This design comes from an exercise in tuning for small area, a short achievable clock period and few clock cycles on the open sky130 flow, not from production work.
Only simulation tests tie the RTL to the original design; equivalence was not proved.
No driver is modelled on the clock port, so clock power and skew are understated where the tree is cut down; a real chip needs a root buffer or a tree.
Power and IR drop assume default switching activity.

==> flow/design.v <==
module tslcf_deframer (
    input  wire       clk,
    input  wire       rst,
    input  wire       in_valid,
    output wire       in_ready,
    input  wire [1:0] in_kind,
    input  wire [7:0] in_data,
    output reg        b_valid,    
    output reg        e_valid,    
    output reg        a_valid,    
    output reg        fe_first,   
    output reg  [7:0] op_byte
);
    localparam [1:0] K_DATA  = 2'd0,
                     K_EOS   = 2'd1,
                     K_ABORT = 2'd2;
    localparam [1:0] HUNT0 = 2'd0,   
                     HUNT1 = 2'd1,   
                     BODY0 = 2'd2,   
                     BODY1 = 2'd3;   
    reg  [1:0] state;
    reg        pend_end;    
    reg        nfe;         
    assign in_ready = nfe;
    always @(*) fe_first = !nfe;
    wire take   = in_valid && !fe_first;
    wire is_esc;
    wire is_stx;
    tslcf_bytecmp u_cmp (
        .d   (in_data),
        .esc (is_esc),
        .stx (is_stx)
    );
    always @(posedge clk) begin
        if (!fe_first)
            op_byte <= in_data;
    end
    wire k_data  = !in_kind[1] && !in_kind[0];
    wire k_eos   = !in_kind[1] &&  in_kind[0];
    wire k_abort =  in_kind[1] && !in_kind[0];
    wire s_hunt1 = (state == HUNT1);
    wire s_body0 = (state == BODY0);
    wire s_body1 = (state == BODY1);
    wire in_body = state[1];
    wire t_data  = take && k_data;
    wire t_stop  = take && (k_eos || k_abort);    
    reg [1:0] state_n;
    always @(*) begin
        state_n = state;
        if (t_stop)
            state_n = HUNT0;
        else if (t_data) begin
            case (state)
                HUNT0: if (is_esc) state_n = HUNT1;
                HUNT1: if (is_stx) state_n = BODY0; else if (!is_esc) state_n = HUNT0;
                BODY0: if (is_esc) state_n = BODY1;
                default: state_n = BODY0;
            endcase
        end
    end
    wire lone_x  = t_data && s_body1 && !is_esc && !is_stx;
    wire lone_e  = take && k_eos && s_body1;
    wire fe_n    = lone_x || lone_e;
    wire b_n     = fe_first ? !pend_end
                 : (t_data && ((s_body0 && !is_esc) || (s_body1 && !is_stx))) || lone_e;
    wire e_n     = fe_first ? pend_end
                 : (t_data && s_body1 && is_stx) || (take && k_eos && s_body0);
    wire a_n     = !fe_first && take && k_abort && in_body;
    always @(posedge clk) begin
        pend_end <= lone_e;    
        if (rst) begin
            state    <= HUNT0;
            b_valid  <= 1'b0;
            e_valid  <= 1'b0;
            a_valid  <= 1'b0;
            nfe      <= 1'b1;
        end else begin
            state    <= state_n;
            b_valid  <= b_n;
            e_valid  <= e_n;
            a_valid  <= a_n;
            nfe      <= !fe_n;
        end
    end
endmodule
module tslcf_bytecmp (
    input  wire [7:0] d,
    output wire       esc,    
    output wire       stx     
);
    assign esc = (d == 8'hFE);
    assign stx = (d == 8'h02);
endmodule
module tslcf_parser (
    input  wire        clk,
    input  wire        rst,
    input  wire        b_valid,
    input  wire        e_valid,
    input  wire        a_valid,
    input  wire        fe_first,
    input  wire [7:0]  op_byte,
    output reg         out_valid,
    output reg  [3:0]  out_tag,
    output reg  [15:0] out_data
);
    localparam [2:0] F_PBC    = 3'd1,
                     F_VERFLG = 3'd2,
                     F_SCREEN = 3'd3,
                     F_INDEX  = 3'd4,
                     F_CW     = 3'd5,
                     F_TLEN   = 3'd6,
                     F_STOP   = 3'd7;    
    localparam [2:0] S_OK          = 3'd0,
                     S_TOOSHORT    = 3'd1,
                     S_LENMISMATCH = 3'd2,
                     S_TRUNCATED   = 3'd3,
                     S_UNSUPPORTED = 3'd4,
                     S_ABORTED     = 3'd5;
    reg  [2:0]  field;       
    reg         half;        
    reg         text;        
    reg  [15:0] text_nleft;  
    reg  [15:0] len_nleft;   
    reg         len_over;    
    wire [15:0] text_inc, len_inc;
    assign text_inc[0] = !text_nleft[0];
    assign len_inc[0]  = !len_nleft[0];
    genvar gi;
    generate
        for (gi = 1; gi < 16; gi = gi + 1) begin : g_inc
            assign text_inc[gi] = (&text_nleft[gi-1:0]) ? !text_nleft[gi] : text_nleft[gi];
            assign len_inc[gi]  = (&len_nleft[gi-1:0])  ? !len_nleft[gi]  : len_nleft[gi];
        end
    endgenerate
    wire [7:0]  lo_byte = out_data[7:0];      
    wire [7:0]  byte_in = fe_first ? 8'hFE : op_byte;
    wire [15:0] field16 = {byte_in, lo_byte};
    wire f_pbc  = (field == F_PBC);
    wire f_cw   = (field == F_CW);
    wire f_tlen = (field == F_TLEN);
    wire header = (field == F_PBC) || (field == F_VERFLG) || (field == F_SCREEN);
    wire stop   = (field == F_STOP);
    wire ev_text = b_valid && text;
    wire ev_lo   = b_valid && !text && !stop && !half;
    wire ev_hi   = b_valid && !text && !stop && half;
    wire ev_end  = e_valid || a_valid;
    reg  [2:0]  status;
    always @(*) begin
        if (a_valid)
            status = S_ABORTED;
        else if (header)
            status = S_TOOSHORT;
        else if (len_over || len_nleft != 16'hFFFF)
            status = S_LENMISMATCH;
        else if (stop)
            status = S_UNSUPPORTED;
        else if (field == F_INDEX && !half && !text)
            status = S_OK;
        else
            status = S_TRUNCATED;
    end
    always @(posedge clk) begin
        out_valid      <= ev_text || ev_hi || ev_end;
        out_tag[3]     <= ev_end;
        out_tag[2:0]   <= ev_end ? 3'd0 : ev_hi ? field : 3'd7;
        out_data[15:8] <= ev_hi ? byte_in : 8'd0;
        if (ev_end)
            out_data[7:0] <= {5'd0, status};
        else if (!half)
            out_data[7:0] <= byte_in;
    end
    always @(posedge clk) begin
        if (rst || ev_end) begin
            field <= F_PBC;
            half  <= 1'b0;
            text  <= 1'b0;
        end else if (ev_text) begin
            text <= (text_nleft[15:1] != 15'h7FFF);
        end else if (ev_lo) begin
            half <= 1'b1;
        end else if (ev_hi) begin
            half <= 1'b0;
            case (field)
                F_PBC:    field <= F_VERFLG;
                F_VERFLG: field <= F_SCREEN;
                F_CW:     field <= byte_in[7] ? F_STOP : F_TLEN;
                F_TLEN: begin
                    field <= F_INDEX;
                    text  <= (field16 != 16'd0);
                end
                F_SCREEN: field <= F_INDEX;
                default:  field <= F_CW;            
            endcase
        end
    end
    always @(posedge clk) begin
        if (b_valid) begin
            if (f_tlen && half)
                text_nleft <= ~field16;
            else
                text_nleft <= text_inc;
        end
    end
    always @(posedge clk) begin
        if (b_valid) begin
            if (f_pbc && half) begin
                len_nleft <= ~field16;
                len_over  <= 1'b0;
            end else begin
                len_nleft <= len_inc;
                if (len_nleft == 16'hFFFF)
                    len_over <= 1'b1;
            end
        end
    end
endmodule
module tslcf_rx (
    input  wire        clk,
    input  wire        rst,
    input  wire        in_valid,
    output wire        in_ready,
    input  wire [1:0]  in_kind,
    input  wire [7:0]  in_data,
    output wire        out_valid,
    output wire [3:0]  out_tag,
    output wire [15:0] out_data
);
    wire       b_valid;
    wire       e_valid;
    wire       a_valid;
    wire       fe_first;
    wire [7:0] op_byte;
    tslcf_deframer u_deframer (
        .clk      (clk),
        .rst      (rst),
        .in_valid (in_valid),
        .in_ready (in_ready),
        .in_kind  (in_kind),
        .in_data  (in_data),
        .b_valid  (b_valid),
        .e_valid  (e_valid),
        .a_valid  (a_valid),
        .fe_first (fe_first),
        .op_byte  (op_byte)
    );
    tslcf_parser u_parser (
        .clk       (clk),
        .rst       (rst),
        .b_valid   (b_valid),
        .e_valid   (e_valid),
        .a_valid   (a_valid),
        .fe_first  (fe_first),
        .op_byte   (op_byte),
        .out_valid (out_valid),
        .out_tag   (out_tag),
        .out_data  (out_data)
    );
endmodule
Settings: LEC_CHECK=0, CAP_MARGIN=20, CORE_MARGIN=2, CORE_UTILIZATION=58, PLACE_DENSITY=0.75, SETUP_SLACK_MARGIN=2.3, SLEW_MARGIN=20, SYNTH_HIERARCHICAL=1, SYNTH_MINIMUM_KEEP_SIZE=0, TNS_END_PERCENT=0; clock period 4.0 ns.
standard.sh (not shown) runs the stock make flow with config.mk's settings and CLKGATE_MAP_FILE= SYNTH_SCRIPT=/design/flow/synth_recipe.tcl, a recipe that flattens the netlist after the stock synthesis.
==> flow/flow/run.sh <==
#!/bin/bash
# Standard layout with these changes:
#  - the ports get plain buffers instead of delay cells;
#  - the clock tree is built by hand (flow/cts_hook.tcl, run by ORFS's cts
#    step before it would call clock_tree_synthesis): one root buffer driving
#    one buffer per cluster of registers, in place of TritonCTS's H-tree;
#  - the slow wide OR/NOR cells in flow/dont_use.txt are added to the
#    platform's don't-use list (synthesis maps the same registers).
set -euo pipefail
work=$(pwd)
{
  echo "include $work/config.mk"
  echo "export DONT_USE_CELLS = $(cat "$work/flow/dont_use.txt")"
} > "$work/my_config.mk"
sed "s#DESIGN_CONFIG=[^ ]*#DESIGN_CONFIG=$work/my_config.mk#" standard.sh > my_standard.sh
grep -q "DESIGN_CONFIG=$work/my_config.mk" my_standard.sh
export BUFFER_PORTS_ARGS="-buffer_cell sky130_fd_sc_hd__buf_1"
export PRE_CTS_TCL="$work/flow/cts_hook.tcl"
bash my_standard.sh > flow.log 2>&1
Other scripts of this flow, unchanged in this note and not shown: flow/flow/cts_hook.tcl, flow/flow/dont_use.txt
Testbench counts at the start, summed over its fixed seeds: cycles 14,627.
Then changed:
- CORE_UTILIZATION: 58 -> 72
- PLACE_DENSITY: 0.75 -> 0.82
- SETUP_SLACK_MARGIN: 2.3 -> 2.2
Synthesized cell count stays the same.
Wire length drops by 1.5%.
Worst setup slack got worse by 0.092 ns.
Combinational power drops by about 6.5%.
Worst hold slack improved by 0.014 ns.
Register-to-register slack got worse by 0.17 ns.
Clock power drops by about 3%.
Fmax drops by about 5%.
In every run of this note, the design's own scripts or RTL, not TritonCTS, make the clock network.

RTL: the design.v shown in full above, as it stands there.
clock: 4.0 ns
lec_check: 0
cap_margin: 20
core_margin: 2
core_utilization: 65
place_density: 0.75
setup_slack_margin: 2.4
slew_margin: 20
synth_hierarchical: 1
synth_minimum_keep_size: 0
tns_end_percent: 0
==> flow/flow/run.sh <==
#!/bin/bash
# Standard layout with these changes:
#  - the ports get plain buffers instead of delay cells (flow/place_hook.tcl):
#    buf_1 on the inputs, buf_2 on the outputs;
#  - the clock tree is built by hand (flow/cts_hook.tcl, run by ORFS's cts
#    step before it would call clock_tree_synthesis): one root buffer driving
#    one buffer per cluster of registers, in place of TritonCTS's H-tree;
#  - the slow wide OR/NOR cells in flow/dont_use.txt are added to the
#    platform's don't-use list (synthesis maps the same registers).
set -euo pipefail
work=$(pwd)
{
  echo "include $work/config.mk"
  echo "export DONT_USE_CELLS = $(cat "$work/flow/dont_use.txt")"
} > "$work/my_config.mk"
sed "s#DESIGN_CONFIG=[^ ]*#DESIGN_CONFIG=$work/my_config.mk#" standard.sh > my_standard.sh
grep -q "DESIGN_CONFIG=$work/my_config.mk" my_standard.sh
export PRE_GLOBAL_PLACE_TCL="$work/flow/place_hook.tcl"
export PRE_CTS_TCL="$work/flow/cts_hook.tcl"
bash my_standard.sh > flow.log 2>&1
==> flow/flow/cts_hook.tcl <==
# Clock tree by hand: the clock port drives K buffers, each driving a
# cluster of the registers (k-means on their placed positions).
proc manual_cts {K cbuf {rbuf ""}} {
  set block [ord::get_db_block]
  set clknet [$block findNet clk]
  set master [[ord::get_db] findMaster $cbuf]
  set sinks {}
  foreach it [$clknet getITerms] {
    set b [[$it getInst] getBBox]
    lappend sinks [list $it [expr {([$b xMin] + [$b xMax]) / 2.0}] [expr {([$b yMin] + [$b yMax]) / 2.0}]]
  }
  set sinks [lsort -real -index 1 $sinks]
  set n [llength $sinks]
  # initial centers: spread along x
  set cx {}; set cy {}
  for {set k 0} {$k < $K} {incr k} {
    set s [lindex $sinks [expr {int(($k + 0.5) * $n / $K)}]]
    lappend cx [lindex $s 1]; lappend cy [lindex $s 2]
  }
  for {set iter 0} {$iter < 30} {incr iter} {
    set sumx [lrepeat $K 0.0]; set sumy [lrepeat $K 0.0]; set cnt [lrepeat $K 0]
    set assign {}
    foreach s $sinks {
      set best 0; set bd 1e30
      for {set k 0} {$k < $K} {incr k} {
        set d [expr {abs([lindex $s 1] - [lindex $cx $k]) + abs([lindex $s 2] - [lindex $cy $k])}]
        if {$d < $bd} { set bd $d; set best $k }
      }
      lappend assign $best
      lset sumx $best [expr {[lindex $sumx $best] + [lindex $s 1]}]
      lset sumy $best [expr {[lindex $sumy $best] + [lindex $s 2]}]
      lset cnt $best [expr {[lindex $cnt $best] + 1}]
    }
    for {set k 0} {$k < $K} {incr k} {
      if {[lindex $cnt $k] > 0} {
        lset cx $k [expr {[lindex $sumx $k] / [lindex $cnt $k]}]
        lset cy $k [expr {[lindex $sumy $k] / [lindex $cnt $k]}]
      }
    }
  }
  set src $clknet
  if {$rbuf ne ""} {
    # one root buffer at the middle of the leaves
    set rinst [odb::dbInst_create $block [[ord::get_db] findMaster $rbuf] clkbuf_root]
    set src [odb::dbNet_create $block clknet_root]
    $src setSigType CLOCK
    [$rinst findITerm A] connect $clknet
    [$rinst findITerm X] connect $src
    set mx 0.0; set my 0.0
    for {set k 0} {$k < $K} {incr k} { set mx [expr {$mx + [lindex $cx $k]}]; set my [expr {$my + [lindex $cy $k]}] }
    $rinst setLocation [expr {int($mx / $K)}] [expr {int($my / $K)}]
    $rinst setPlacementStatus PLACED
  }
  for {set k 0} {$k < $K} {incr k} {
    set inst [odb::dbInst_create $block $master clkbuf_leaf_$k]
    set net [odb::dbNet_create $block clknet_leaf_$k]
    $net setSigType CLOCK
    [$inst findITerm A] connect $src
    [$inst findITerm X] connect $net
    $inst setLocation [expr {int([lindex $cx $k])}] [expr {int([lindex $cy $k])}]
    $inst setPlacementStatus PLACED
    lappend nets $net
  }
  foreach s $sinks a $assign {
    set it [lindex $s 0]
    $it disconnect
    $it connect [lindex $nets $a]
  }
  puts "manual_cts: $n sinks in $K clusters of [join $cnt { }]"
}

# ORFS's cts step calls clock_tree_synthesis: build the tree by hand instead,
# a root buffer driving one buffer per cluster of registers.
proc clock_tree_synthesis {args} {
  manual_cts 6 sky130_fd_sc_hd__clkbuf_8 sky130_fd_sc_hd__clkbuf_8
  set_propagated_clock [all_clocks]
}
==> flow/flow/place_hook.tcl <==
# ORFS's global placement step calls buffer_ports: buffer the inputs with
# buf_1 and the outputs (each driving its port's load) with buf_2.
rename buffer_ports my_buffer_ports_orig
proc buffer_ports {args} {
  my_buffer_ports_orig -inputs -buffer_cell sky130_fd_sc_hd__buf_1
  my_buffer_ports_orig -outputs -buffer_cell sky130_fd_sc_hd__buf_2
}
Other scripts of this flow, unchanged in this note and not shown: flow/flow/dont_use.txt
The baseline passed the timing, design-rule and antenna checks.
Testbench counts at the start, summed over its fixed seeds: cycles 14,627.
Then changed:
==> flow/flow/run.sh (replaced) <==
#!/bin/bash
# Standard layout with these changes:
#  - the ports get plain buffers instead of delay cells;
#  - the clock tree is built by hand (flow/cts_hook.tcl, run by ORFS's cts
#    step before it would call clock_tree_synthesis): the clock port drives
#    one buffer per cluster of registers (3 clusters), in place of TritonCTS's H-tree;
#  - the slow wide OR/NOR cells in flow/dont_use.txt are added to the
#    platform's don't-use list (synthesis maps the same registers).
set -euo pipefail
work=$(pwd)
{
  echo "include $work/config.mk"
  echo "export DONT_USE_CELLS = $(cat "$work/flow/dont_use.txt")"
} > "$work/my_config.mk"
sed "s#DESIGN_CONFIG=[^ ]*#DESIGN_CONFIG=$work/my_config.mk#" standard.sh > my_standard.sh
grep -q "DESIGN_CONFIG=$work/my_config.mk" my_standard.sh
export BUFFER_PORTS_ARGS="-buffer_cell sky130_fd_sc_hd__buf_1"
export PRE_CTS_TCL="$work/flow/cts_hook.tcl"
bash my_standard.sh > flow.log 2>&1
--- a/flow/flow/cts_hook.tcl
+++ b/flow/flow/cts_hook.tcl
@@ -71,7 +71,7 @@
 
 # ORFS's cts step calls clock_tree_synthesis: build the tree by hand instead,
-# a root buffer driving one buffer per cluster of registers.
+# the clock port driving one buffer per cluster of registers.
 proc clock_tree_synthesis {args} {
-  manual_cts 6 sky130_fd_sc_hd__clkbuf_8 sky130_fd_sc_hd__clkbuf_8
+  manual_cts 3 sky130_fd_sc_hd__clkbuf_16
   set_propagated_clock [all_clocks]
 }
SETUP_SLACK_MARGIN = 2.3   (was 2.4)
TNS_END_PERCENT = 100   (was 0)
removed: flow/flow/place_hook.tcl
Effect:
- The changed run completed without violations
- utilization is lower by 0.98 points
- wire length went up by 0.63%
- design area shrinks by 1.3%
- synthesized cell count does not change
- sequential share of layout area rose by 0.66 points
Then changed:
--- a/flow/flow/run.sh
+++ b/flow/flow/run.sh
@@ -4,5 +4,5 @@
 #  - the clock tree is built by hand (flow/cts_hook.tcl, run by ORFS's cts
 #    step before it would call clock_tree_synthesis): the clock port drives
-#    one buffer per cluster of registers (3 clusters), in place of TritonCTS's H-tree;
+#    one buffer per cluster of registers (4 clusters), in place of TritonCTS's H-tree;
 #  - the slow wide OR/NOR cells in flow/dont_use.txt are added to the
 #    platform's don't-use list (synthesis maps the same registers).
--- a/flow/flow/cts_hook.tcl
+++ b/flow/flow/cts_hook.tcl
@@ -73,5 +73,5 @@
 # the clock port driving one buffer per cluster of registers.
 proc clock_tree_synthesis {args} {
-  manual_cts 3 sky130_fd_sc_hd__clkbuf_16
+  manual_cts 4 sky130_fd_sc_hd__clkbuf_16
   set_propagated_clock [all_clocks]
 }
=> Via count falls slightly. Maximum frequency stays flat. Total power rises by a few percent. Core utilization rises by 0.73 points. Setup slack got worse by 4.4 ps. Routed wire length rises slightly. Clock skew rises by 3.4 ps. Worst hold slack got worse by 6.1 ps. Clock power rises by roughly a tenth.
No run of this note takes its clock network from TritonCTS; it comes from the design's own scripts or RTL.

-- re-timing with driven ports --
Ports are ideal in the flow. The routed layouts listed here were re-timed in OpenROAD.
Step 1: set_driving_cell puts a clkbuf_16 on clk and a buf_2 on each other input, an assumption about the parent block.
Step 2 times the ports against the registers' clock, not the clock port: input delays grow and output delays shrink by t, the midpoint of the rising clock arrivals with the driver on.
Slacks: ideal ports / drivers / drivers and shift; pairs: ideal ports / drivers.
run | t, ns | setup WS [ns] | worst register clock-pin slew, ns | worst slew at a driven data input, ns
the first run of note 1 | 0.357 | 2.264 / 2.237 / 2.159 | 0.09 / 0.09 | 0.03
the second run of note 1 | 0.357 | 2.171 / 2.171 / 2.171 | 0.09 / 0.09 | 0.03
the first run of note 2 | 0.363 | 2.222 / 2.192 / 2.216 | 0.09 / 0.09 | 0.03
the second run of note 2 | 0.212 | 2.358 / 2.301 / 2.183 | 0.10 / 0.10 | 0.03
the third run of note 2 | 0.220 | 2.354 / 2.298 / 2.191 | 0.08 / 0.08 | 0.03
After both steps setup and hold are still met in every run listed. For the second run of note 2, which loses most, drivers alone change the setup slack by -0.057 ns; drivers and shift together by -0.175 ns.
